Context: an optimization exercise on an open-source flow, tuned for small area, a short achievable clock period and few clock cycles per item. The choices shown serve that exercise and are no tape-out recipe. In this exercise RTL edits were held to simulation tests only and were not proved equivalent to the original.

===== flow/design.v =====
module qnt_quantizer (
    input  wire        clk,
    input  wire        rst,
    input  wire        cmd_valid,
    output wire        cmd_ready,
    input  wire [63:0] cmd_word,
    output wire        rsp_valid,
    input  wire        rsp_ready,
    output wire [63:0] rsp_word
);
  reg go;             
  reg s1_v, s2_v, s3_v;
  reg o_v, k_v;       
  wire incoming = go & s3_v;
  wire o_en     = ~o_v | rsp_ready;
  wire k_v_nx   = o_en ? (k_v & incoming) : (k_v | incoming);
  assign cmd_ready = go;
  assign rsp_valid = o_v;
  always @(posedge clk) begin
    if (rst) begin
      go   <= 1'b1;
      s1_v <= 1'b0;
      s2_v <= 1'b0;
      s3_v <= 1'b0;
      o_v  <= 1'b0;
      k_v  <= 1'b0;
    end else begin
      go  <= ~k_v_nx;
      k_v <= k_v_nx;
      if (o_en) o_v <= k_v | incoming;
      if (go) begin
        s1_v <= cmd_valid;
        s2_v <= s1_v;
        s3_v <= s2_v;
      end
    end
  end
  wire [7:0] op   = cmd_word[63:56];
  wire       is30 = (op == 8'h30);
  wire       is31 = (op == 8'h31);
  wire       qok  = is30 && (cmd_word[55:32] == 24'd0);
  wire       pok  = is31 && (cmd_word[55:8] == 48'd0);
  reg        s1_qnt, s1_pal, s1_ref, s1_oth, s1_31;
  reg  [7:0] s1_r, s1_g, s1_b;    
  reg  [9:0] s1_s;                
  always @(posedge clk) begin
    if (go) begin
      s1_qnt <= qok & cmd_word[7];
      s1_pal <= pok;
      s1_ref <= ~(qok | pok);
      s1_oth <= ~(is30 | is31);
      s1_31  <= is31;
      s1_r   <= cmd_word[31:24] | (cmd_word[7:0] & {8{op[0]}});
      s1_g   <= (is30 | is31) ? cmd_word[23:16] : op;
      s1_b   <= cmd_word[15:8];
      s1_s   <= cmd_word[31:24] + cmd_word[23:16] + cmd_word[15:8];
    end
  end
  wire t1 = (s1_s[9] | (s1_s[8] | (s1_s[7] | (s1_s[6] | (s1_s[5] | (s1_s[4] & (s1_s[3] | (s1_s[2] | (s1_s[1] | s1_s[0])))))))));
  wire t2 = (s1_s[9] | (s1_s[8] | (s1_s[7] | (s1_s[6] | (s1_s[5] & (s1_s[4] & (s1_s[3] | (s1_s[2] | s1_s[1]))))))));
  wire t3 = (s1_s[9] | (s1_s[8] | (s1_s[7] | (s1_s[6] & (s1_s[5] | (s1_s[4] & (s1_s[3] | (s1_s[2] | (s1_s[1] & s1_s[0])))))))));
  wire t4 = (s1_s[9] | (s1_s[8] | (s1_s[7] | (s1_s[6] & (s1_s[5] & (s1_s[4] & (s1_s[3] | s1_s[2])))))));
  wire t5 = (s1_s[9] | (s1_s[8] | (s1_s[7] & (s1_s[6] | (s1_s[5] | (s1_s[4] & (s1_s[3] | (s1_s[2] & (s1_s[1] | s1_s[0])))))))));
  wire t6 = (s1_s[9] | (s1_s[8] | (s1_s[7] & (s1_s[6] | (s1_s[5] & (s1_s[4] & s1_s[3]))))));
  wire t7 = (s1_s[9] | (s1_s[8] | (s1_s[7] & (s1_s[6] & (s1_s[5] | (s1_s[4] & (s1_s[3] & (s1_s[2] | s1_s[1]))))))));
  wire t8 = (s1_s[9] | (s1_s[8] | (s1_s[7] & (s1_s[6] & (s1_s[5] & (s1_s[4] & (s1_s[3] & (s1_s[2] | (s1_s[1] & s1_s[0])))))))));
  wire t9 = (s1_s[9] | (s1_s[8] & (s1_s[7] | (s1_s[6] | (s1_s[5] | (s1_s[4] & (s1_s[3] & s1_s[2])))))));
  wire t10 = (s1_s[9] | (s1_s[8] & (s1_s[7] | (s1_s[6] | (s1_s[5] & (s1_s[4] & (s1_s[3] & (s1_s[2] & (s1_s[1] | s1_s[0])))))))));
  wire t11 = (s1_s[9] | (s1_s[8] & (s1_s[7] | (s1_s[6] & (s1_s[5] | (s1_s[4] & (s1_s[3] & (s1_s[2] & s1_s[1]))))))));
  wire t12 = (s1_s[9] | (s1_s[8] & (s1_s[7] | (s1_s[6] & (s1_s[5] & (s1_s[4] & (s1_s[3] & (s1_s[2] & (s1_s[1] & s1_s[0])))))))));
  wire t13 = (s1_s[9] | (s1_s[8] & (s1_s[7] & (s1_s[6] | s1_s[5]))));
  wire t14 = (s1_s[9] | (s1_s[8] & (s1_s[7] & (s1_s[6] & (s1_s[5] | (s1_s[4] | (s1_s[3] | (s1_s[2] | (s1_s[1] | s1_s[0])))))))));
  wire t15 = (s1_s[9] | (s1_s[8] & (s1_s[7] & (s1_s[6] & (s1_s[5] & (s1_s[4] | (s1_s[3] | (s1_s[2] | s1_s[1]))))))));
  wire t16 = (s1_s[9] & (s1_s[8] | (s1_s[7] | (s1_s[6] | (s1_s[5] | (s1_s[4] | (s1_s[3] | (s1_s[2] | (s1_s[1] & s1_s[0])))))))));
  wire t17 = (s1_s[9] & (s1_s[8] | (s1_s[7] | (s1_s[6] | (s1_s[5] & (s1_s[4] | (s1_s[3] | s1_s[2])))))));
  wire t18 = (s1_s[9] & (s1_s[8] | (s1_s[7] | (s1_s[6] & (s1_s[5] | (s1_s[4] | (s1_s[3] | (s1_s[2] & (s1_s[1] & s1_s[0])))))))));
  wire t19 = (s1_s[9] & (s1_s[8] | (s1_s[7] | (s1_s[6] & (s1_s[5] & (s1_s[4] | (s1_s[3] & (s1_s[2] | (s1_s[1] | s1_s[0])))))))));
  wire t20 = (s1_s[9] & (s1_s[8] | (s1_s[7] & (s1_s[6] | (s1_s[5] | (s1_s[4] | (s1_s[3] & (s1_s[2] | s1_s[1]))))))));
  wire t21 = (s1_s[9] & (s1_s[8] | (s1_s[7] & (s1_s[6] | (s1_s[5] & (s1_s[4] | (s1_s[3] & (s1_s[2] | (s1_s[1] & s1_s[0])))))))));
  wire t22 = (s1_s[9] & (s1_s[8] | (s1_s[7] & (s1_s[6] & (s1_s[5] | (s1_s[4] | (s1_s[3] & s1_s[2])))))));
  wire t23 = (s1_s[9] & (s1_s[8] | (s1_s[7] & (s1_s[6] & (s1_s[5] & (s1_s[4] | (s1_s[3] & (s1_s[2] & (s1_s[1] | s1_s[0])))))))));
  wire t0 = 1'b1;
  wire t24 = 1'b0;
  wire oh0 = t0 & ~t1;
  wire oh1 = t1 & ~t2;
  wire oh2 = t2 & ~t3;
  wire oh3 = t3 & ~t4;
  wire oh4 = t4 & ~t5;
  wire oh5 = t5 & ~t6;
  wire oh6 = t6 & ~t7;
  wire oh7 = t7 & ~t8;
  wire oh8 = t8 & ~t9;
  wire oh9 = t9 & ~t10;
  wire oh10 = t10 & ~t11;
  wire oh11 = t11 & ~t12;
  wire oh12 = t12 & ~t13;
  wire oh13 = t13 & ~t14;
  wire oh14 = t14 & ~t15;
  wire oh15 = t15 & ~t16;
  wire oh16 = t16 & ~t17;
  wire oh17 = t17 & ~t18;
  wire oh18 = t18 & ~t19;
  wire oh19 = t19 & ~t20;
  wire oh20 = t20 & ~t21;
  wire oh21 = t21 & ~t22;
  wire oh22 = t22 & ~t23;
  wire oh23 = t23 & ~t24;
  wire [7:0] gv = {(oh12 | oh13 | oh14 | oh15 | oh16 | oh17 | oh18 | oh19 | oh20 | oh21 | oh22 | oh23), (oh6 | oh7 | oh8 | oh9 | oh10 | oh11 | oh18 | oh19 | oh20 | oh21 | oh22 | oh23), (oh3 | oh4 | oh5 | oh9 | oh10 | oh11 | oh15 | oh16 | oh17 | oh21 | oh22 | oh23), (oh2 | oh5 | oh8 | oh11 | oh13 | oh14 | oh16 | oh17 | oh19 | oh20 | oh22 | oh23), (oh1 | oh4 | oh7 | oh8 | oh10 | oh11 | oh14 | oh17 | oh18 | oh20 | oh21 | oh23), (oh2 | oh4 | oh5 | oh7 | oh9 | oh10 | oh12 | oh15 | oh17 | oh20 | oh22 | oh23), (oh1 | oh2 | oh5 | oh6 | oh7 | oh10 | oh11 | oh14 | oh15 | oh19 | oh20 | oh23), (oh1 | oh3 | oh5 | oh6 | oh8 | oh10 | oh12 | oh14 | oh16 | oh19 | oh21 | oh23)};    
  wire [4:0] gn = {(oh16 | oh17 | oh18 | oh19 | oh20 | oh21 | oh22 | oh23), (oh8 | oh9 | oh10 | oh11 | oh12 | oh13 | oh14 | oh15), (oh4 | oh5 | oh6 | oh7 | oh12 | oh13 | oh14 | oh15 | oh20 | oh21 | oh22 | oh23), (oh2 | oh3 | oh6 | oh7 | oh10 | oh11 | oh14 | oh15 | oh18 | oh19 | oh22 | oh23), (oh1 | oh3 | oh5 | oh7 | oh9 | oh11 | oh13 | oh15 | oh17 | oh19 | oh21 | oh23)};    
  function [7:0] offs;    
    input [7:0] c;
    input [7:0] gl;
    reg [6:0] m;
    reg [4:0] dh;
    begin
      m  = c[6:0] - gl[6:0];
      dh = {1'b0, c[7:4]} - {1'b0, gl[7:4]};
      offs = {(dh[4] ? (dh >= 5'd29) : (dh <= 5'd3)), m};
    end
  endfunction
  wire [7:0] mr = offs(s1_r, gv);
  wire [7:0] mg = offs(s1_g, gv);
  wire [7:0] mb = offs(s1_b, gv);
  wire r_ge1 = (s1_r[7] | (s1_r[6] | (s1_r[5] | (s1_r[4] & (s1_r[3] & (s1_r[2] | s1_r[1]))))));
  wire r_ge2 = (s1_r[7] | (s1_r[6] & (s1_r[5] | (s1_r[4] | (s1_r[3] & (s1_r[2] & (s1_r[1] | s1_r[0])))))));
  wire r_ge3 = s1_r[7];
  wire r_ge4 = (s1_r[7] & (s1_r[6] | (s1_r[5] & (s1_r[4] & (s1_r[3] | (s1_r[2] | (s1_r[1] & s1_r[0])))))));
  wire r_ge5 = (s1_r[7] & (s1_r[6] & (s1_r[5] & (s1_r[4] | (s1_r[3] | (s1_r[2] & s1_r[1]))))));
  wire [2:0] kr = {r_ge4, r_ge2 & ~r_ge4, (r_ge1 & ~r_ge2) | (r_ge3 & ~r_ge4) | r_ge5};
  wire g_ge1 = (s1_g[7] | (s1_g[6] | (s1_g[5] | (s1_g[4] & (s1_g[3] & (s1_g[2] | s1_g[1]))))));
  wire g_ge2 = (s1_g[7] | (s1_g[6] & (s1_g[5] | (s1_g[4] | (s1_g[3] & (s1_g[2] & (s1_g[1] | s1_g[0])))))));
  wire g_ge3 = s1_g[7];
  wire g_ge4 = (s1_g[7] & (s1_g[6] | (s1_g[5] & (s1_g[4] & (s1_g[3] | (s1_g[2] | (s1_g[1] & s1_g[0])))))));
  wire g_ge5 = (s1_g[7] & (s1_g[6] & (s1_g[5] & (s1_g[4] | (s1_g[3] | (s1_g[2] & s1_g[1]))))));
  wire [2:0] kg = {g_ge4, g_ge2 & ~g_ge4, (g_ge1 & ~g_ge2) | (g_ge3 & ~g_ge4) | g_ge5};
  wire b_ge1 = (s1_b[7] | (s1_b[6] | (s1_b[5] | (s1_b[4] & (s1_b[3] & (s1_b[2] | s1_b[1]))))));
  wire b_ge2 = (s1_b[7] | (s1_b[6] & (s1_b[5] | (s1_b[4] | (s1_b[3] & (s1_b[2] & (s1_b[1] | s1_b[0])))))));
  wire b_ge3 = s1_b[7];
  wire b_ge4 = (s1_b[7] & (s1_b[6] | (s1_b[5] & (s1_b[4] & (s1_b[3] | (s1_b[2] | (s1_b[1] & s1_b[0])))))));
  wire b_ge5 = (s1_b[7] & (s1_b[6] & (s1_b[5] & (s1_b[4] | (s1_b[3] | (s1_b[2] & s1_b[1]))))));
  wire [2:0] kb = {b_ge4, b_ge2 & ~b_ge4, (b_ge1 & ~b_ge2) | (b_ge3 & ~b_ge4) | b_ge5};
  function [5:0] m51;    
    input [2:0] k;
    begin
      case (k)
        3'd1: m51 = 6'd51;
        3'd2: m51 = 6'd38;
        3'd3: m51 = 6'd25;
        3'd4: m51 = 6'd12;
        3'd5: m51 = 6'd63;
        default: m51 = 6'd0;
      endcase
    end
  endfunction
  wire [5:0] er = s1_r[5:0] - m51(kr);    
  wire [5:0] eg = s1_g[5:0] - m51(kg);
  wire [5:0] eb = s1_b[5:0] - m51(kb);
  wire [7:0] cube_idx = 8'd1 + 8'd36 * kr + 8'd6 * kg + kb;
  wire [7:0] pi  = s1_r;
  wire p1 = pi >= 8'd37;
  wire p2 = pi >= 8'd73;
  wire p3 = pi >= 8'd109;
  wire p4 = pi >= 8'd145;
  wire p5 = pi >= 8'd181;
  wire [5:0] pcj = p5 ? 6'd11 : p4 ? 6'd47 : p3 ? 6'd19 : p2 ? 6'd55 : p1 ? 6'd27 : 6'd63;
  wire [5:0] pj  = pi[5:0] + pcj;
  wire [3:0] ptr = {p3, (p2 & ~p3) | p4, (p1 & ~p3) | p5, (p1 & ~p2) | (p3 & ~p4) | p5};    
  wire pcube = (pi != 8'd0) && (pi <= 8'd216);
  wire pgrey = (pi >= 8'd217) && (pi <= 8'd240);
  reg        s2_qnt, s2_pal, s2_ref, s2_oth, s2_31;
  reg  [6:0] s2_mr, s2_mg, s2_mb;    
  reg        s2_near;
  reg  [17:0] s2_e;        
  reg  [4:0] s2_n;
  reg  [7:0] s2_idx;       
  always @(posedge clk) begin
    if (go) begin
      s2_qnt <= s1_qnt;
      s2_pal <= s1_pal;
      s2_ref <= s1_ref;
      s2_oth <= s1_oth;
      s2_31  <= s1_31;
      s2_mr  <= mr[6:0];
      s2_mg  <= mg[6:0];
      s2_mb  <= mb[6:0];
      s2_near <= mr[7] & mg[7] & mb[7];
      s2_e   <= s1_pal ? {6'd0, pcube, pgrey, ptr, pj} : {er, eg, eb};
      s2_n   <= gn;
      s2_idx <= s1_pal ? s1_r : s1_oth ? s1_g : cube_idx;
    end
  end
  wire [5:0] ur = s2_mr[5:0] ^ {6{s2_mr[6]}};
  wire [5:0] ug = s2_mg[5:0] ^ {6{s2_mg[6]}};
  wire [5:0] ub = s2_mb[5:0] ^ {6{s2_mb[6]}};
  wire near = s2_near;
  wire [5:0] er2 = s2_e[17:12];
  wire [5:0] eg2 = s2_e[11:6];
  wire [5:0] eb2 = s2_e[5:0];
  wire [4:0] ar = er2[4:0] ^ {5{er2[5]}};
  wire [4:0] ag = eg2[4:0] ^ {5{eg2[5]}};
  wire [4:0] ab = eb2[4:0] ^ {5{eb2[5]}};
  reg [7:0] ptgb;    
  always @(*) begin
    case (s2_e[5:0])
      6'd0: ptgb = 8'h00;
      6'd1: ptgb = 8'h03;
      6'd2: ptgb = 8'h06;
      6'd3: ptgb = 8'h09;
      6'd4: ptgb = 8'h0c;
      6'd5: ptgb = 8'h0f;
      6'd6: ptgb = 8'h30;
      6'd7: ptgb = 8'h33;
      6'd8: ptgb = 8'h36;
      6'd9: ptgb = 8'h39;
      6'd10: ptgb = 8'h3c;
      6'd11: ptgb = 8'h3f;
      6'd12: ptgb = 8'h60;
      6'd13: ptgb = 8'h63;
      6'd14: ptgb = 8'h66;
      6'd15: ptgb = 8'h69;
      6'd16: ptgb = 8'h6c;
      6'd17: ptgb = 8'h6f;
      6'd18: ptgb = 8'h90;
      6'd19: ptgb = 8'h93;
      6'd20: ptgb = 8'h96;
      6'd21: ptgb = 8'h99;
      6'd22: ptgb = 8'h9c;
      6'd23: ptgb = 8'h9f;
      6'd24: ptgb = 8'hc0;
      6'd25: ptgb = 8'hc3;
      6'd26: ptgb = 8'hc6;
      6'd27: ptgb = 8'hc9;
      6'd28: ptgb = 8'hcc;
      6'd29: ptgb = 8'hcf;
      6'd30: ptgb = 8'hf0;
      6'd31: ptgb = 8'hf3;
      6'd32: ptgb = 8'hf6;
      6'd33: ptgb = 8'hf9;
      6'd34: ptgb = 8'hfc;
      6'd35: ptgb = 8'hff;
      default: ptgb = 8'h00;
    endcase
  end
  wire [13:0] ppal = {s2_e[11:6], ptgb};    
  wire fs1 = (ar[0] & ar[3]) ^ (ar[1] & ar[2]) ^ ar[2];
  wire fc2 = ((ar[0] & ar[3]) & (ar[1] & ar[2])) | ((ar[0] & ar[3]) & ar[2]) | ((ar[1] & ar[2]) & ar[2]);
  wire fs3 = (er2[5] & ar[3]) ^ (ag[0] & ag[3]) ^ (ag[1] & ag[2]);
  wire fc4 = ((er2[5] & ar[3]) & (ag[0] & ag[3])) | ((er2[5] & ar[3]) & (ag[1] & ag[2])) | ((ag[0] & ag[3]) & (ag[1] & ag[2]));
  wire fs5 = ag[2] ^ (eg2[5] & ag[3]) ^ (ab[0] & ab[3]);
  wire fc6 = (ag[2] & (eg2[5] & ag[3])) | (ag[2] & (ab[0] & ab[3])) | ((eg2[5] & ag[3]) & (ab[0] & ab[3]));
  wire fs7 = (ar[0] & ar[4]) ^ (ar[1] & ar[3]) ^ (er2[5] & ar[4]);
  wire fc8 = ((ar[0] & ar[4]) & (ar[1] & ar[3])) | ((ar[0] & ar[4]) & (er2[5] & ar[4])) | ((ar[1] & ar[3]) & (er2[5] & ar[4]));
  wire hs9 = (ag[0] & ag[4]) ^ (ag[1] & ag[3]);
  wire hc10 = (ag[0] & ag[4]) & (ag[1] & ag[3]);
  wire fs11 = (ar[1] & ar[4]) ^ (ar[2] & ar[3]) ^ ar[3];
  wire fc12 = ((ar[1] & ar[4]) & (ar[2] & ar[3])) | ((ar[1] & ar[4]) & ar[3]) | ((ar[2] & ar[3]) & ar[3]);
  wire fs13 = (ag[1] & ag[4]) ^ (ag[2] & ag[3]) ^ ag[3];
  wire fc14 = ((ag[1] & ag[4]) & (ag[2] & ag[3])) | ((ag[1] & ag[4]) & ag[3]) | ((ag[2] & ag[3]) & ag[3]);
  wire fs15 = (ab[1] & ab[4]) ^ (ab[2] & ab[3]) ^ ab[3];
  wire fc16 = ((ab[1] & ab[4]) & (ab[2] & ab[3])) | ((ab[1] & ab[4]) & ab[3]) | ((ab[2] & ab[3]) & ab[3]);
  wire fs17 = ~(ur[0] & ur[5]) ^ ~(ur[1] & ur[4]) ^ ~(ur[2] & ur[3]);
  wire fc18 = (~(ur[0] & ur[5]) & ~(ur[1] & ur[4])) | (~(ur[0] & ur[5]) & ~(ur[2] & ur[3])) | (~(ur[1] & ur[4]) & ~(ur[2] & ur[3]));
  wire fs19 = (ar[0] & ar[1]) ^ ar[1] ^ (er2[5] & ar[1]);
  wire fc20 = ((ar[0] & ar[1]) & ar[1]) | ((ar[0] & ar[1]) & (er2[5] & ar[1])) | (ar[1] & (er2[5] & ar[1]));
  wire fs21 = (ag[0] & ag[1]) ^ ag[1] ^ (eg2[5] & ag[1]);
  wire fc22 = ((ag[0] & ag[1]) & ag[1]) | ((ag[0] & ag[1]) & (eg2[5] & ag[1])) | (ag[1] & (eg2[5] & ag[1]));
  wire fs23 = (ab[0] & ab[1]) ^ ab[1] ^ (eb2[5] & ab[1]);
  wire fc24 = ((ab[0] & ab[1]) & ab[1]) | ((ab[0] & ab[1]) & (eb2[5] & ab[1])) | (ab[1] & (eb2[5] & ab[1]));
  wire fs25 = (ar[0] & ar[2]) ^ (er2[5] & ar[2]) ^ (ag[0] & ag[2]);
  wire fc26 = ((ar[0] & ar[2]) & (er2[5] & ar[2])) | ((ar[0] & ar[2]) & (ag[0] & ag[2])) | ((er2[5] & ar[2]) & (ag[0] & ag[2]));
  wire hs27 = (eg2[5] & ag[2]) ^ (ab[0] & ab[2]);
  wire hc28 = (eg2[5] & ag[2]) & (ab[0] & ab[2]);
  wire fs29 = (ab[1] & ab[2]) ^ ab[2] ^ (eb2[5] & ab[3]);
  wire fc30 = ((ab[1] & ab[2]) & ab[2]) | ((ab[1] & ab[2]) & (eb2[5] & ab[3])) | (ab[2] & (eb2[5] & ab[3]));
  wire fs31 = ~(ur[0] & ur[3]) ^ ~(ur[1] & ur[2]) ^ ~ur[2];
  wire fc32 = (~(ur[0] & ur[3]) & ~(ur[1] & ur[2])) | (~(ur[0] & ur[3]) & ~ur[2]) | (~(ur[1] & ur[2]) & ~ur[2]);
  wire fs33 = ~(s2_mr[6] & ur[3]) ^ ~(ug[0] & ug[3]) ^ ~(ug[1] & ug[2]);
  wire fc34 = (~(s2_mr[6] & ur[3]) & ~(ug[0] & ug[3])) | (~(s2_mr[6] & ur[3]) & ~(ug[1] & ug[2])) | (~(ug[0] & ug[3]) & ~(ug[1] & ug[2]));
  wire fs35 = ~ug[2] ^ ~(s2_mg[6] & ug[3]) ^ ~(ub[0] & ub[3]);
  wire fc36 = (~ug[2] & ~(s2_mg[6] & ug[3])) | (~ug[2] & ~(ub[0] & ub[3])) | (~(s2_mg[6] & ug[3]) & ~(ub[0] & ub[3]));
  wire fs37 = (eg2[5] & ag[4]) ^ (ab[0] & ab[4]) ^ (ab[1] & ab[3]);
  wire fc38 = ((eg2[5] & ag[4]) & (ab[0] & ab[4])) | ((eg2[5] & ag[4]) & (ab[1] & ab[3])) | ((ab[0] & ab[4]) & (ab[1] & ab[3]));
  wire fs39 = (eb2[5] & ab[4]) ^ ~(ur[0] & ur[4]) ^ ~(ur[1] & ur[3]);
  wire fc40 = ((eb2[5] & ab[4]) & ~(ur[0] & ur[4])) | ((eb2[5] & ab[4]) & ~(ur[1] & ur[3])) | (~(ur[0] & ur[4]) & ~(ur[1] & ur[3]));
  wire fs41 = ~(s2_mr[6] & ur[4]) ^ ~(ug[0] & ug[4]) ^ ~(ug[1] & ug[3]);
  wire fc42 = (~(s2_mr[6] & ur[4]) & ~(ug[0] & ug[4])) | (~(s2_mr[6] & ur[4]) & ~(ug[1] & ug[3])) | (~(ug[0] & ug[4]) & ~(ug[1] & ug[3]));
  wire fs43 = ~(s2_mg[6] & ug[4]) ^ ~(ub[0] & ub[4]) ^ ~(ub[1] & ub[3]);
  wire fc44 = (~(s2_mg[6] & ug[4]) & ~(ub[0] & ub[4])) | (~(s2_mg[6] & ug[4]) & ~(ub[1] & ub[3])) | (~(ub[0] & ub[4]) & ~(ub[1] & ub[3]));
  wire fs45 = ~(s2_mb[6] & ub[4]) ^ 1'b1 ^ fc2;
  wire fc46 = (~(s2_mb[6] & ub[4]) & 1'b1) | (~(s2_mb[6] & ub[4]) & fc2) | (1'b1 & fc2);
  wire fs47 = ~ur[3] ^ ~(s2_mr[6] & ur[5]) ^ ~(ug[0] & ug[5]);
  wire fc48 = (~ur[3] & ~(s2_mr[6] & ur[5])) | (~ur[3] & ~(ug[0] & ug[5])) | (~(s2_mr[6] & ur[5]) & ~(ug[0] & ug[5]));
  wire fs49 = ~(ug[1] & ug[4]) ^ ~(ug[2] & ug[3]) ^ ~ug[3];
  wire fc50 = (~(ug[1] & ug[4]) & ~(ug[2] & ug[3])) | (~(ug[1] & ug[4]) & ~ug[3]) | (~(ug[2] & ug[3]) & ~ug[3]);
  wire fs51 = ~(s2_mg[6] & ug[5]) ^ ~(ub[0] & ub[5]) ^ ~(ub[1] & ub[4]);
  wire fc52 = (~(s2_mg[6] & ug[5]) & ~(ub[0] & ub[5])) | (~(s2_mg[6] & ug[5]) & ~(ub[1] & ub[4])) | (~(ub[0] & ub[5]) & ~(ub[1] & ub[4]));
  wire fs53 = ~(ub[2] & ub[3]) ^ ~ub[3] ^ ~(s2_mb[6] & ub[5]);
  wire fc54 = (~(ub[2] & ub[3]) & ~ub[3]) | (~(ub[2] & ub[3]) & ~(s2_mb[6] & ub[5])) | (~ub[3] & ~(s2_mb[6] & ub[5]));
  wire fs55 = 1'b1 ^ fc8 ^ hc10;
  wire fc56 = (1'b1 & fc8) | (1'b1 & hc10) | (fc8 & hc10);
  wire hs57 = fs11 ^ fs13;
  wire hc58 = fs11 & fs13;
  wire fs59 = (ar[2] & ar[4]) ^ (ag[2] & ag[4]) ^ (ab[2] & ab[4]);
  wire fc60 = ((ar[2] & ar[4]) & (ag[2] & ag[4])) | ((ar[2] & ar[4]) & (ab[2] & ab[4])) | ((ag[2] & ag[4]) & (ab[2] & ab[4]));
  wire fs61 = ~(ur[1] & ur[5]) ^ ~(ur[2] & ur[4]) ^ ~(ug[1] & ug[5]);
  wire fc62 = (~(ur[1] & ur[5]) & ~(ur[2] & ur[4])) | (~(ur[1] & ur[5]) & ~(ug[1] & ug[5])) | (~(ur[2] & ur[4]) & ~(ug[1] & ug[5]));
  wire fs63 = ~(ug[2] & ug[4]) ^ ~(ub[1] & ub[5]) ^ ~(ub[2] & ub[4]);
  wire fc64 = (~(ug[2] & ug[4]) & ~(ub[1] & ub[5])) | (~(ug[2] & ug[4]) & ~(ub[2] & ub[4])) | (~(ub[1] & ub[5]) & ~(ub[2] & ub[4]));
  wire hs65 = 1'b1 ^ fc12;
  wire hc66 = 1'b1 & fc12;
  wire fs67 = (ar[3] & ar[4]) ^ ar[4] ^ (ag[3] & ag[4]);
  wire fc68 = ((ar[3] & ar[4]) & ar[4]) | ((ar[3] & ar[4]) & (ag[3] & ag[4])) | (ar[4] & (ag[3] & ag[4]));
  wire fs69 = ag[4] ^ (ab[3] & ab[4]) ^ ab[4];
  wire fc70 = (ag[4] & (ab[3] & ab[4])) | (ag[4] & ab[4]) | ((ab[3] & ab[4]) & ab[4]);
  wire fs71 = ~(ur[2] & ur[5]) ^ ~(ur[3] & ur[4]) ^ ~ur[4];
  wire fc72 = (~(ur[2] & ur[5]) & ~(ur[3] & ur[4])) | (~(ur[2] & ur[5]) & ~ur[4]) | (~(ur[3] & ur[4]) & ~ur[4]);
  wire hs73 = ~(ug[2] & ug[5]) ^ ~(ug[3] & ug[4]);
  wire hc74 = ~(ug[2] & ug[5]) & ~(ug[3] & ug[4]);
  wire fs75 = ar[0] ^ er2[5] ^ ag[0];
  wire fc76 = (ar[0] & er2[5]) | (ar[0] & ag[0]) | (er2[5] & ag[0]);
  wire fs77 = eg2[5] ^ ab[0] ^ eb2[5];
  wire fc78 = (eg2[5] & ab[0]) | (eg2[5] & eb2[5]) | (ab[0] & eb2[5]);
  wire fs79 = ~(ur[0] & ur[1]) ^ ~ur[1] ^ ~(s2_mr[6] & ur[1]);
  wire fc80 = (~(ur[0] & ur[1]) & ~ur[1]) | (~(ur[0] & ur[1]) & ~(s2_mr[6] & ur[1])) | (~ur[1] & ~(s2_mr[6] & ur[1]));
  wire fs81 = ~(ug[0] & ug[1]) ^ ~ug[1] ^ ~(s2_mg[6] & ug[1]);
  wire fc82 = (~(ug[0] & ug[1]) & ~ug[1]) | (~(ug[0] & ug[1]) & ~(s2_mg[6] & ug[1])) | (~ug[1] & ~(s2_mg[6] & ug[1]));
  wire fs83 = (eb2[5] & ab[2]) ^ ~(ur[0] & ur[2]) ^ ~(s2_mr[6] & ur[2]);
  wire fc84 = ((eb2[5] & ab[2]) & ~(ur[0] & ur[2])) | ((eb2[5] & ab[2]) & ~(s2_mr[6] & ur[2])) | (~(ur[0] & ur[2]) & ~(s2_mr[6] & ur[2]));
  wire fs85 = ~(ug[0] & ug[2]) ^ ~(s2_mg[6] & ug[2]) ^ ~(ub[0] & ub[2]);
  wire fc86 = (~(ug[0] & ug[2]) & ~(s2_mg[6] & ug[2])) | (~(ug[0] & ug[2]) & ~(ub[0] & ub[2])) | (~(s2_mg[6] & ug[2]) & ~(ub[0] & ub[2]));
  wire fs87 = ~(s2_mb[6] & ub[2]) ^ 1'b1 ^ fc20;
  wire fc88 = (~(s2_mb[6] & ub[2]) & 1'b1) | (~(s2_mb[6] & ub[2]) & fc20) | (1'b1 & fc20);
  wire fs89 = ~(ub[1] & ub[2]) ^ ~ub[2] ^ ~(s2_mb[6] & ub[3]);
  wire fc90 = (~(ub[1] & ub[2]) & ~ub[2]) | (~(ub[1] & ub[2]) & ~(s2_mb[6] & ub[3])) | (~ub[2] & ~(s2_mb[6] & ub[3]));
  wire fs91 = 1'b1 ^ fs1 ^ fs3;
  wire fc92 = (1'b1 & fs1) | (1'b1 & fs3) | (fs1 & fs3);
  wire fs93 = fs5 ^ fc26 ^ hc28;
  wire fc94 = (fs5 & fc26) | (fs5 & hc28) | (fc26 & hc28);
  wire hs95 = fs29 ^ fs31;
  wire hc96 = fs29 & fs31;
  wire fs97 = fc4 ^ fc6 ^ fs7;
  wire fc98 = (fc4 & fc6) | (fc4 & fs7) | (fc6 & fs7);
  wire fs99 = hs9 ^ fc30 ^ fc32;
  wire fc100 = (hs9 & fc30) | (hs9 & fc32) | (fc30 & fc32);
  wire fs101 = fc34 ^ fc36 ^ fs37;
  wire fc102 = (fc34 & fc36) | (fc34 & fs37) | (fc36 & fs37);
  wire fs103 = fs39 ^ fs41 ^ fs43;
  wire fc104 = (fs39 & fs41) | (fs39 & fs43) | (fs41 & fs43);
  wire fs105 = fs15 ^ fs17 ^ fc38;
  wire fc106 = (fs15 & fs17) | (fs15 & fc38) | (fs17 & fc38);
  wire fs107 = fc40 ^ fc42 ^ fc44;
  wire fc108 = (fc40 & fc42) | (fc40 & fc44) | (fc42 & fc44);
  wire fs109 = fc46 ^ fs47 ^ fs49;
  wire fc110 = (fc46 & fs47) | (fc46 & fs49) | (fs47 & fs49);
  wire fs111 = fs51 ^ fs53 ^ fs55;
  wire fc112 = (fs51 & fs53) | (fs51 & fs55) | (fs53 & fs55);
  wire fs113 = fc14 ^ fc16 ^ fc18;
  wire fc114 = (fc14 & fc16) | (fc14 & fc18) | (fc16 & fc18);
  wire fs115 = fc48 ^ fc50 ^ fc52;
  wire fc116 = (fc48 & fc50) | (fc48 & fc52) | (fc50 & fc52);
  wire fs117 = fc54 ^ fc56 ^ hc58;
  wire fc118 = (fc54 & fc56) | (fc54 & hc58) | (fc56 & hc58);
  wire fs119 = fs59 ^ fs61 ^ fs63;
  wire fc120 = (fs59 & fs61) | (fs59 & fs63) | (fs61 & fs63);
  wire fs121 = ~ug[4] ^ ~(ub[2] & ub[5]) ^ ~(ub[3] & ub[4]);
  wire fc122 = (~ug[4] & ~(ub[2] & ub[5])) | (~ug[4] & ~(ub[3] & ub[4])) | (~(ub[2] & ub[5]) & ~(ub[3] & ub[4]));
  wire fs123 = ~ub[4] ^ 1'b1 ^ fc60;
  wire fc124 = (~ub[4] & 1'b1) | (~ub[4] & fc60) | (1'b1 & fc60);
  wire fs125 = fc62 ^ fc64 ^ hc66;
  wire fc126 = (fc62 & fc64) | (fc62 & hc66) | (fc64 & hc66);
  wire fs127 = fs67 ^ fs69 ^ fs71;
  wire fc128 = (fs67 & fs69) | (fs67 & fs71) | (fs69 & fs71);
  wire fs129 = ~(ur[3] & ur[5]) ^ ~(ug[3] & ug[5]) ^ ~(ub[3] & ub[5]);
  wire fc130 = (~(ur[3] & ur[5]) & ~(ug[3] & ug[5])) | (~(ur[3] & ur[5]) & ~(ub[3] & ub[5])) | (~(ug[3] & ug[5]) & ~(ub[3] & ub[5]));
  wire hs131 = 1'b1 ^ fc68;
  wire hc132 = 1'b1 & fc68;
  wire fs133 = ~ur[0] ^ ~s2_mr[6] ^ ~ug[0];
  wire fc134 = (~ur[0] & ~s2_mr[6]) | (~ur[0] & ~ug[0]) | (~s2_mr[6] & ~ug[0]);
  wire hs135 = ~s2_mg[6] ^ ~ub[0];
  wire hc136 = ~s2_mg[6] & ~ub[0];
  wire fs137 = (er2[5] & ar[0]) ^ (eg2[5] & ag[0]) ^ (eb2[5] & ab[0]);
  wire fc138 = ((er2[5] & ar[0]) & (eg2[5] & ag[0])) | ((er2[5] & ar[0]) & (eb2[5] & ab[0])) | ((eg2[5] & ag[0]) & (eb2[5] & ab[0]));
  wire fs139 = ~(s2_mr[6] & ur[0]) ^ ~(s2_mg[6] & ug[0]) ^ ~(s2_mb[6] & ub[0]);
  wire fc140 = (~(s2_mr[6] & ur[0]) & ~(s2_mg[6] & ug[0])) | (~(s2_mr[6] & ur[0]) & ~(s2_mb[6] & ub[0])) | (~(s2_mg[6] & ug[0]) & ~(s2_mb[6] & ub[0]));
  wire hs141 = 1'b1 ^ fc76;
  wire hc142 = 1'b1 & fc76;
  wire fs143 = ~(ub[0] & ub[1]) ^ ~ub[1] ^ ~(s2_mb[6] & ub[1]);
  wire fc144 = (~(ub[0] & ub[1]) & ~ub[1]) | (~(ub[0] & ub[1]) & ~(s2_mb[6] & ub[1])) | (~ub[1] & ~(s2_mb[6] & ub[1]));
  wire fs145 = 1'b1 ^ fs19 ^ fs21;
  wire fc146 = (1'b1 & fs19) | (1'b1 & fs21) | (fs19 & fs21);
  wire fs147 = fs23 ^ fs79 ^ fs81;
  wire fc148 = (fs23 & fs79) | (fs23 & fs81) | (fs79 & fs81);
  wire fs149 = fc22 ^ fc24 ^ fs25;
  wire fc150 = (fc22 & fc24) | (fc22 & fs25) | (fc24 & fs25);
  wire fs151 = hs27 ^ fc80 ^ fc82;
  wire fc152 = (hs27 & fc80) | (hs27 & fc82) | (fc80 & fc82);
  wire fs153 = fs83 ^ fs85 ^ fs87;
  wire fc154 = (fs83 & fs85) | (fs83 & fs87) | (fs85 & fs87);
  wire fs155 = fs33 ^ fs35 ^ fc84;
  wire fc156 = (fs33 & fs35) | (fs33 & fc84) | (fs35 & fc84);
  wire fs157 = fc86 ^ fc88 ^ fs89;
  wire fc158 = (fc86 & fc88) | (fc86 & fs89) | (fc88 & fs89);
  wire fs159 = fs91 ^ fs93 ^ hs95;
  wire fc160 = (fs91 & fs93) | (fs91 & hs95) | (fs93 & hs95);
  wire fs161 = fs45 ^ fc90 ^ fc92;
  wire fc162 = (fs45 & fc90) | (fs45 & fc92) | (fc90 & fc92);
  wire fs163 = fc94 ^ hc96 ^ fs97;
  wire fc164 = (fc94 & hc96) | (fc94 & fs97) | (hc96 & fs97);
  wire fs165 = fs99 ^ fs101 ^ fs103;
  wire fc166 = (fs99 & fs101) | (fs99 & fs103) | (fs101 & fs103);
  wire fs167 = hs57 ^ fc98 ^ fc100;
  wire fc168 = (hs57 & fc98) | (hs57 & fc100) | (fc98 & fc100);
  wire fs169 = fc102 ^ fc104 ^ fs105;
  wire fc170 = (fc102 & fc104) | (fc102 & fs105) | (fc104 & fs105);
  wire fs171 = fs107 ^ fs109 ^ fs111;
  wire fc172 = (fs107 & fs109) | (fs107 & fs111) | (fs109 & fs111);
  wire fs173 = hs65 ^ fc106 ^ fc108;
  wire fc174 = (hs65 & fc106) | (hs65 & fc108) | (fc106 & fc108);
  wire fs175 = fc110 ^ fc112 ^ fs113;
  wire fc176 = (fc110 & fc112) | (fc110 & fs113) | (fc112 & fs113);
  wire fs177 = fs115 ^ fs117 ^ fs119;
  wire fc178 = (fs115 & fs117) | (fs115 & fs119) | (fs117 & fs119);
  wire fs179 = hs73 ^ fc114 ^ fc116;
  wire fc180 = (hs73 & fc114) | (hs73 & fc116) | (fc114 & fc116);
  wire fs181 = fc118 ^ fc120 ^ fs121;
  wire fc182 = (fc118 & fc120) | (fc118 & fs121) | (fc120 & fs121);
  wire fs183 = fs123 ^ fs125 ^ fs127;
  wire fc184 = (fs123 & fs125) | (fs123 & fs127) | (fs125 & fs127);
  wire fs185 = fc70 ^ fc72 ^ hc74;
  wire fc186 = (fc70 & fc72) | (fc70 & hc74) | (fc72 & hc74);
  wire fs187 = fc122 ^ fc124 ^ fc126;
  wire fc188 = (fc122 & fc124) | (fc122 & fc126) | (fc124 & fc126);
  wire fs189 = fc128 ^ fs129 ^ hs131;
  wire fc190 = (fc128 & fs129) | (fc128 & hs131) | (fs129 & hs131);
  wire fs191 = ~(ur[4] & ur[5]) ^ ~ur[5] ^ ~(ug[4] & ug[5]);
  wire fc192 = (~(ur[4] & ur[5]) & ~ur[5]) | (~(ur[4] & ur[5]) & ~(ug[4] & ug[5])) | (~ur[5] & ~(ug[4] & ug[5]));
  wire fs193 = ~ug[5] ^ ~(ub[4] & ub[5]) ^ ~ub[5];
  wire fc194 = (~ug[5] & ~(ub[4] & ub[5])) | (~ug[5] & ~ub[5]) | (~(ub[4] & ub[5]) & ~ub[5]);
  wire fs195 = 1'b1 ^ fc130 ^ hc132;
  wire fc196 = (1'b1 & fc130) | (1'b1 & hc132) | (fc130 & hc132);
  wire fs197 = ~s2_mb[6] ^ 1'b1 ^ fs75;
  wire fc198 = (~s2_mb[6] & 1'b1) | (~s2_mb[6] & fs75) | (1'b1 & fs75);
  wire fs199 = fc78 ^ fc134 ^ hc136;
  wire fc200 = (fc78 & fc134) | (fc78 & hc136) | (fc134 & hc136);
  wire hs201 = fs137 ^ fs139;
  wire hc202 = fs137 & fs139;
  wire fs203 = fc138 ^ fc140 ^ hc142;
  wire fc204 = (fc138 & fc140) | (fc138 & hc142) | (fc140 & hc142);
  wire fs205 = fs143 ^ fs145 ^ fs147;
  wire fc206 = (fs143 & fs145) | (fs143 & fs147) | (fs145 & fs147);
  wire fs207 = fc144 ^ fc146 ^ fc148;
  wire fc208 = (fc144 & fc146) | (fc144 & fc148) | (fc146 & fc148);
  wire fs209 = fs149 ^ fs151 ^ fs153;
  wire fc210 = (fs149 & fs151) | (fs149 & fs153) | (fs151 & fs153);
  wire fs211 = fc150 ^ fc152 ^ fc154;
  wire fc212 = (fc150 & fc152) | (fc150 & fc154) | (fc152 & fc154);
  wire fs213 = fs155 ^ fs157 ^ fs159;
  wire fc214 = (fs155 & fs157) | (fs155 & fs159) | (fs157 & fs159);
  wire fs215 = fc156 ^ fc158 ^ fc160;
  wire fc216 = (fc156 & fc158) | (fc156 & fc160) | (fc158 & fc160);
  wire fs217 = fs161 ^ fs163 ^ fs165;
  wire fc218 = (fs161 & fs163) | (fs161 & fs165) | (fs163 & fs165);
  wire fs219 = fc162 ^ fc164 ^ fc166;
  wire fc220 = (fc162 & fc164) | (fc162 & fc166) | (fc164 & fc166);
  wire fs221 = fs167 ^ fs169 ^ fs171;
  wire fc222 = (fs167 & fs169) | (fs167 & fs171) | (fs169 & fs171);
  wire fs223 = fc168 ^ fc170 ^ fc172;
  wire fc224 = (fc168 & fc170) | (fc168 & fc172) | (fc170 & fc172);
  wire fs225 = fs173 ^ fs175 ^ fs177;
  wire fc226 = (fs173 & fs175) | (fs173 & fs177) | (fs175 & fs177);
  wire fs227 = fc174 ^ fc176 ^ fc178;
  wire fc228 = (fc174 & fc176) | (fc174 & fc178) | (fc176 & fc178);
  wire fs229 = fs179 ^ fs181 ^ fs183;
  wire fc230 = (fs179 & fs181) | (fs179 & fs183) | (fs181 & fs183);
  wire fs231 = fc180 ^ fc182 ^ fc184;
  wire fc232 = (fc180 & fc182) | (fc180 & fc184) | (fc182 & fc184);
  wire fs233 = fs185 ^ fs187 ^ fs189;
  wire fc234 = (fs185 & fs187) | (fs185 & fs189) | (fs187 & fs189);
  wire fs235 = fc186 ^ fc188 ^ fc190;
  wire fc236 = (fc186 & fc188) | (fc186 & fc190) | (fc188 & fc190);
  wire fs237 = fs191 ^ fs193 ^ fs195;
  wire fc238 = (fs191 & fs193) | (fs191 & fs195) | (fs193 & fs195);
  wire fs239 = 1'b1 ^ fc192 ^ fc194;
  wire fc240 = (1'b1 & fc192) | (1'b1 & fc194) | (fc192 & fc194);
  wire [49:0] tb = {1'b1, fc240, fs239, fc238, fc236, fc196, fs237, fs235, fc234, fc232, fs233, fs231, fc230, fc228, fs229, fs227, fc226, fc224, fs225, fs223, fc222, fc220, fs221, fs219, fc218, fc216, fs217, fs215, fc214, fc212, fs213, fs211, fc210, fc208, fs209, fs207, fc206, fc204, fs205, fs203, hc202, fc200, hs201, fs199, fc198, hs141, fs197, hs135, fs133, fs77};
  reg        s3_qnt, s3_pal, s3_ref, s3_oth, s3_31, s3_near;
  reg  [49:0] s3_t;        
  reg  [4:0] s3_n;
  reg  [7:0] s3_idx;
  always @(posedge clk) begin
    if (go) begin
      s3_qnt  <= s2_qnt;
      s3_pal  <= s2_pal;
      s3_ref  <= s2_ref;
      s3_oth  <= s2_oth;
      s3_31   <= s2_31;
      s3_near <= near;
      s3_n    <= s2_n;
      s3_idx  <= s2_idx;
      s3_t    <= s2_pal ? {36'd0, ppal} : tb;
    end
  end
  wire hs241 = s3_t[0] ^ s3_t[1];
  wire hc242 = s3_t[0] & s3_t[1];
  wire fs243 = s3_t[4] ^ s3_t[5] ^ s3_t[6];
  wire fc244 = (s3_t[4] & s3_t[5]) | (s3_t[4] & s3_t[6]) | (s3_t[5] & s3_t[6]);
  wire fs245 = s3_t[8] ^ s3_t[9] ^ s3_t[10];
  wire fc246 = (s3_t[8] & s3_t[9]) | (s3_t[8] & s3_t[10]) | (s3_t[9] & s3_t[10]);
  wire fs247 = s3_t[12] ^ s3_t[13] ^ s3_t[14];
  wire fc248 = (s3_t[12] & s3_t[13]) | (s3_t[12] & s3_t[14]) | (s3_t[13] & s3_t[14]);
  wire fs249 = s3_t[16] ^ s3_t[17] ^ s3_t[18];
  wire fc250 = (s3_t[16] & s3_t[17]) | (s3_t[16] & s3_t[18]) | (s3_t[17] & s3_t[18]);
  wire fs251 = s3_t[20] ^ s3_t[21] ^ s3_t[22];
  wire fc252 = (s3_t[20] & s3_t[21]) | (s3_t[20] & s3_t[22]) | (s3_t[21] & s3_t[22]);
  wire fs253 = s3_t[24] ^ s3_t[25] ^ s3_t[26];
  wire fc254 = (s3_t[24] & s3_t[25]) | (s3_t[24] & s3_t[26]) | (s3_t[25] & s3_t[26]);
  wire fs255 = s3_t[28] ^ s3_t[29] ^ s3_t[30];
  wire fc256 = (s3_t[28] & s3_t[29]) | (s3_t[28] & s3_t[30]) | (s3_t[29] & s3_t[30]);
  wire fs257 = s3_t[32] ^ s3_t[33] ^ s3_t[34];
  wire fc258 = (s3_t[32] & s3_t[33]) | (s3_t[32] & s3_t[34]) | (s3_t[33] & s3_t[34]);
  wire fs259 = s3_t[36] ^ s3_t[37] ^ s3_t[38];
  wire fc260 = (s3_t[36] & s3_t[37]) | (s3_t[36] & s3_t[38]) | (s3_t[37] & s3_t[38]);
  wire fs261 = s3_t[40] ^ s3_t[41] ^ s3_t[42];
  wire fc262 = (s3_t[40] & s3_t[41]) | (s3_t[40] & s3_t[42]) | (s3_t[41] & s3_t[42]);
  wire fs263 = s3_t[44] ^ s3_t[45] ^ s3_t[46];
  wire fc264 = (s3_t[44] & s3_t[45]) | (s3_t[44] & s3_t[46]) | (s3_t[45] & s3_t[46]);
  wire hs265 = s3_t[2] ^ s3_t[3];
  wire hc266 = s3_t[2] & s3_t[3];
  wire fs267 = s3_t[7] ^ hc242 ^ fs243;
  wire fc268 = (s3_t[7] & hc242) | (s3_t[7] & fs243) | (hc242 & fs243);
  wire fs269 = s3_t[11] ^ fc244 ^ fs245;
  wire fc270 = (s3_t[11] & fc244) | (s3_t[11] & fs245) | (fc244 & fs245);
  wire fs271 = s3_t[15] ^ fc246 ^ fs247;
  wire fc272 = (s3_t[15] & fc246) | (s3_t[15] & fs247) | (fc246 & fs247);
  wire fs273 = s3_t[19] ^ fc248 ^ fs249;
  wire fc274 = (s3_t[19] & fc248) | (s3_t[19] & fs249) | (fc248 & fs249);
  wire fs275 = s3_t[23] ^ fc250 ^ fs251;
  wire fc276 = (s3_t[23] & fc250) | (s3_t[23] & fs251) | (fc250 & fs251);
  wire fs277 = s3_t[27] ^ fc252 ^ fs253;
  wire fc278 = (s3_t[27] & fc252) | (s3_t[27] & fs253) | (fc252 & fs253);
  wire fs279 = s3_t[31] ^ fc254 ^ fs255;
  wire fc280 = (s3_t[31] & fc254) | (s3_t[31] & fs255) | (fc254 & fs255);
  wire fs281 = s3_t[35] ^ fc256 ^ fs257;
  wire fc282 = (s3_t[35] & fc256) | (s3_t[35] & fs257) | (fc256 & fs257);
  wire fs283 = s3_t[39] ^ fc258 ^ fs259;
  wire fc284 = (s3_t[39] & fc258) | (s3_t[39] & fs259) | (fc258 & fs259);
  wire fs285 = s3_t[43] ^ fc260 ^ fs261;
  wire fc286 = (s3_t[43] & fc260) | (s3_t[43] & fs261) | (fc260 & fs261);
  wire fs287 = s3_t[47] ^ fc262 ^ fs263;
  wire fc288 = (s3_t[47] & fc262) | (s3_t[47] & fs263) | (fc262 & fs263);
  wire hs289 = s3_t[48] ^ fc264;
  wire hc290 = s3_t[48] & fc264;
  wire [14:0] fa = {s3_t[49], hc290, fc288, fc286, fc284, fc282, fc280, fc278, fc276, fc274, fc272, fc270, fc268, hc266, hs241};
  wire [14:0] fb = {1'b0, 1'b0, hs289, fs287, fs285, fs283, fs281, fs279, fs277, fs275, fs273, fs271, fs269, fs267, hs265};
  wire [14:0] fsum = fa + fb;    
  wire grey = s3_near & ~fsum[14];
  wire [7:0] q_idx = grey ? (8'd217 + {3'd0, s3_n}) : s3_idx;
  reg  [7:0] pv;    
  always @(*) begin
    case (s3_idx[4:0])
      5'd25: pv = 8'd0;
      5'd26: pv = 8'd11;
      5'd27: pv = 8'd22;
      5'd28: pv = 8'd33;
      5'd29: pv = 8'd44;
      5'd30: pv = 8'd55;
      5'd31: pv = 8'd67;
      5'd0: pv = 8'd78;
      5'd1: pv = 8'd89;
      5'd2: pv = 8'd100;
      5'd3: pv = 8'd111;
      5'd4: pv = 8'd122;
      5'd5: pv = 8'd133;
      5'd6: pv = 8'd144;
      5'd7: pv = 8'd155;
      5'd8: pv = 8'd166;
      5'd9: pv = 8'd177;
      5'd10: pv = 8'd188;
      5'd11: pv = 8'd200;
      5'd12: pv = 8'd211;
      5'd13: pv = 8'd222;
      5'd14: pv = 8'd233;
      5'd15: pv = 8'd244;
      5'd16: pv = 8'd255;
      default: pv = 8'd0;
    endcase
  end
  wire [1:0]  c_mode = s3_pal ? (s3_t[13] ? 2'd3 : s3_t[12] ? 2'd2 : 2'd0) : (s3_qnt ? 2'd1 : 2'd0);
  wire [11:0] c_x    = s3_pal ? (s3_t[13] ? s3_t[11:0] : {4'd0, pv}) : {4'd0, s3_qnt ? q_idx : s3_idx};
  wire [16:0] c_rsp  = {c_mode, c_x, s3_ref, s3_oth, s3_31};
  reg  [16:0] k_d;
  reg  [7:0]  o_op;
  reg         o_ref;
  reg  [23:0] o_pay;
  wire [16:0] n_rsp = k_v ? k_d : c_rsp;
  wire [1:0]  n_mode = n_rsp[16:15];
  wire [11:0] n_x    = n_rsp[14:3];
  always @(posedge clk) begin
    if (incoming) k_d <= c_rsp;
    if (o_en) begin
      o_op  <= n_rsp[1] ? n_x[7:0] : {7'h18, n_rsp[0]};
      o_ref <= n_rsp[2];
      o_pay <= (n_mode == 2'd3) ? {n_x[11:8], n_x[11:8], n_x[7:4], n_x[7:4], n_x[3:0], n_x[3:0]} :
               (n_mode == 2'd2) ? {n_x[7:0], n_x[7:0], n_x[7:0]} :
               (n_mode == 2'd1) ? {16'd0, n_x[7:0]} : 24'd0;
    end
  end
  assign rsp_word = {o_op, 3'd0, o_ref, 28'd0, o_pay};
endmodule

===== flow/flow/run.sh =====
#!/bin/bash
# The standard layout (standard.sh), with setup repair aiming for 8.5 ns
# of slack at the design's 12 ns clock (SETUP_SLACK_MARGIN), so that
# repair_timing sizes the pipeline's paths well below the clock period.
# Synthesis, constraints, floorplan, power grid, placement, clock tree and
# routing are otherwise the standard flow's.
set -euo pipefail
bash standard.sh SETUP_SLACK_MARGIN=8.5 finish > standard.log 2>&1

===== flow/standard.sh =====
#!/bin/bash
# synth_recipe.tcl (not shown) runs the flow's synth.tcl, then flattens the netlist and writes it again
# the make line also repeats each setting of config.mk as NAME=value (left out here)
make -C /OpenROAD-flow-scripts/flow DESIGN_CONFIG=/design/flow/config.mk WORK_HOME=/design/flow/orfs CLKGATE_MAP_FILE= SYNTH_SCRIPT=/design/flow/synth_recipe.tcl "${@:-finish}"

===== flow/config.mk =====
export PLATFORM = sky130hd
export DESIGN_NAME = qnt_quantizer
export DESIGN_NICKNAME = qnt_quantizer
export VERILOG_FILES = /design/flow/design.v
export SDC_FILE = /design/flow/constraint.sdc
export NUM_CORES = 4
export LEC_CHECK = 0
export CAP_MARGIN = 20
export CORE_MARGIN = 2
export CORE_UTILIZATION = 40
export SLEW_MARGIN = 20
export SYNTH_MEMORY_MAX_BITS = 16384

===== flow/constraint.sdc =====
create_clock -name core_clock -period 12.0 [get_ports {clk}]
set_input_delay 2.4000 -clock core_clock [delete_from_list [all_inputs] [get_ports {clk}]]
set_output_delay 2.4000 -clock core_clock [all_outputs]
set_load 0.01 [all_outputs]

==> results_dict.tcl <==
set metrics [dict create \
    outcome "no timing/DRC/antenna violations" \
    grt_pass1_wl_um 75000 \
    setup_tns_ps 0 \
    grt_max_degree 66 \
    area_growth_pct 30.2 \
    route.vias.total 13900 \
    hold_buffers 0 \
    coreArea_sq_um 46300 \
    synthCells 1769 \
    cts_buffer_depth 3 \
    place.gp.congestion 0.886 \
    hold_depth 0 \
    dieWidth_um 220 \
    synthFlopType "edfxtp_1" \
    port_buffers 102 \
    antenna_found_initial 0 \
    postLayoutCoreUtil 0.524 \
    mostFrequentLayoutCells "216 x edfxtp_1, 195 x inv_1, 170 x buf_4" \
    fmaxAchievable_ghz 0.251 \
    endpoint_kind "register" \
    setup_viol 0 \
    dieArea_sq_um 48300 \
    grt_pass1_vias 13600 \
    async_flop_share 0 \
    ys_ff_latch 238 \
    clk_pin_slew_worst_paths_ps 60 \
    viasPerCell 5.19 \
    ant_nets 0 \
    rsz0062_at_grt "yes" \
    worstPathArrival_ps 4350 \
    synth.yosys.seq_area_share 0.372 \
    root_buffer "clkbuf_16" \
    ctsHtreeMaxLevel 1 \
    finalHoldViolCount 0 \
    hold_path_end "s3_31$_DFFE_PP_" \
    drt_first_pass_iters 6 \
    grt_use_total 0.197 \
    r2r-start "s1_s[2]$_DFFE_PP_" \
    rows 79 \
    required_ps 12370 \
    grt.overflow.total 0 \
    worstSetupPathType "register to register" \
    cts_tree "yes" \
    drive_gt1_frac 0.309 \
    start_kind "register" \
    synth_cell_type_count 90 \
    finClkSkew_ps 16.7 \
    routed_wirelength_um 48900 \
    cp_max_fo 6 \
    synth_edf_count 216 \
    final_net_count 2394 \
    clkLatencyLatePin_ps 580 \
    reg2reg_to "s2_near$_DFFE_PP_" \
    io_pins 134 \
    synth.cell_area_sq_um 18600 \
    tightest_slew_ps 859 \
    drtIter0Drc 723 \
    yosys_warnings 1 \
    period_share 0.332 \
    drc 0 \
    syn_avg_cell_area_sq_um 10.5 \
    cap_violations 0 \
    die_h_um 220 \
    fin_crit_ps 3980 \
    initial_utilization 0.402 \
    r2r_slack_ps 8020 \
    hold_class "register to register" \
    drv_slew 0 \
    numCtsBuffers 27 \
    cts.sink_count 238 \
    final_common_cell "edfxtp_1" \
    r2r_cells 15 \
    maxSlewHeadroom 0.427 \
    hpwl_um 35100 \
    wl_per_cell_um 18.2 \
    cp-startpoint "s1_s[2]$_DFFE_PP_" \
    worstHoldStart "s2_31$_DFFE_PP_" \
]
[worst max-delay path: stages (launching register included)]
cell and delay (ps):
edfxtp_1 510, or3_4 440, buf_4 150, o2111ai_4 220
or3_4 180, inv_1 50, nor2_2 130, nand2_1 120
or4_4 600, ha_2 200, inv_2 70, fa_2 210
a21o_1 110, a21oi_1 70, or3_1 390, a221oi_4 320
[timing repair]
action                     4_1_cts  5_1_grt
setup endpoints to repair      150      136
gates resized for setup        427      213
cloned                           1        1
setup buffers                  128       73
pin swaps                      124      146
[state kept, by name (all words and copies together), names as in the netlist, 10 cells and up]
name / cells
s1_s: 10
o_pay: 24
s3_t: 50
k_d: 17
s2_e: 18
[worst max path at each step]
stage	end
4_1_cts	s2_near$_DFFE_PP_
5_1_grt	s2_near$_DFFE_PP_
2_1_floorplan	s1_s[7]$_DFFE_PP_
3_5_place_dp	s1_s[9]$_DFFE_PP_
3_3_place_gp	s1_s[7]$_DFFE_PP_
6_report	s2_near$_DFFE_PP_
[area by class of cell]
| cell class | instances | area (sq um) |
|---|---|---|
| fillers | 4025 | 22000 |
| multi-input cells | 1254 | 12200 |
| flip-flops and latches | 238 | 6930 |
| repair buffers | 312 | 2500 |
| inverters | 222 | 838 |
| well taps | 607 | 759 |
| clock buffers | 30 | 687 |
| clock inverters | 18 | 269 |
| diodes | 1 | 2.50 |
[cells in the mapped netlist (5+ instances only)]
master / n / share of area
nor2b_1: 59 / 0.020
xnor2_1: 55 / 0.026
and3_1: 11 / 0.0037
a21oi_1: 103 / 0.028
a31oi_1: 15 / 0.0050
nand3_1: 24 / 0.0065
a211o_1: 10 / 0.0047
o211ai_1: 6 / 0.0024
o21a_1: 10 / 0.0040
mux2_2: 26 / 0.016
inv_1: 220 / 0.044
or2_2: 24 / 0.0081
clkbuf_1: 35 / 0.0071
buf_4: 34 / 0.014
o22ai_1: 5 / 0.0017
nor4_1: 16 / 0.0054
and2_1: 12 / 0.0040
ha_1: 147 / 0.099
nor3_1: 24 / 0.0065
or3_1: 11 / 0.0037
o21ai_1: 5 / 0.0013
nand2b_1: 16 / 0.0054
fa_1: 124 / 0.13
nand2_1: 81 / 0.016
o21ai_0: 51 / 0.014
xor2_1: 20 / 0.0094
o2111ai_1: 6 / 0.0028
buf_1: 7 / 0.0014
buf_2: 8 / 0.0022
dfxtp_1: 22 / 0.024
edfxtp_1: 216 / 0.35
nand4_1: 10 / 0.0034
mux2i_1: 36 / 0.019
o21bai_1: 14 / 0.0056
nor2_1: 146 / 0.029
a211oi_1: 12 / 0.0048
a21o_1: 50 / 0.020
o211a_1: 5 / 0.0027
[logic make-up after synthesis]
family / synth area share
simple gates: 0.125
compound gates: 0.127
buf+inv: 0.0706
fa+ha+maj: 0.233
flops: 0.372
xor+xnor: 0.0353
mux: 0.0366
other cells: 0.000201
[routing by layer]
metal  global-route usage  vias to the layer above  routed length [um]
met2                0.347                      383               24300
met4               0.0485                        0                1170
li1                     -                     6675                   -
met5                    0                        -                   0
met1                0.259                     6771               21300
met3               0.0228                       78                2180
[per-stage QoR]
step	area (sq um)	setup slack [ps]	instances	hold WS, ps
after floorplan	19000	7640	1800	400
after global placement	20400	6980	2430	401
after detailed placement	20400	6980	2430	411
after CTS	22900	7990	2607	425
after global routing	24200	7900	2681	428
final	24200	8020	2682	425
Testbench counts, summed over its fixed seeds: cycles 2,592, items 2,560.

-- afterwards: timing with drivers on the ports --
In the flow no input, the clock included, has a driving cell. The finished layout below was timed again as built, in two steps.
Step 1, drivers: a clkbuf_16 drives clk and a buf_2 each remaining input, both assumed.
Step 2 times the ports against the registers' clock, not the clock port: input delays grow and output delays shrink by t, the midpoint of the rising clock arrivals with the driver on.
Slacks: ideal / step 1 / step 2; pairs: ideal / step 1.
shift t [ns]: 0.619
setup slack, ns: 8.019 / 8.019 / 7.415
worst setup path at the end: input to register
After both steps this run still meets setup and hold. For this run, drivers alone change the setup slack by 0.000 ns; drivers and shift together by -0.604 ns.
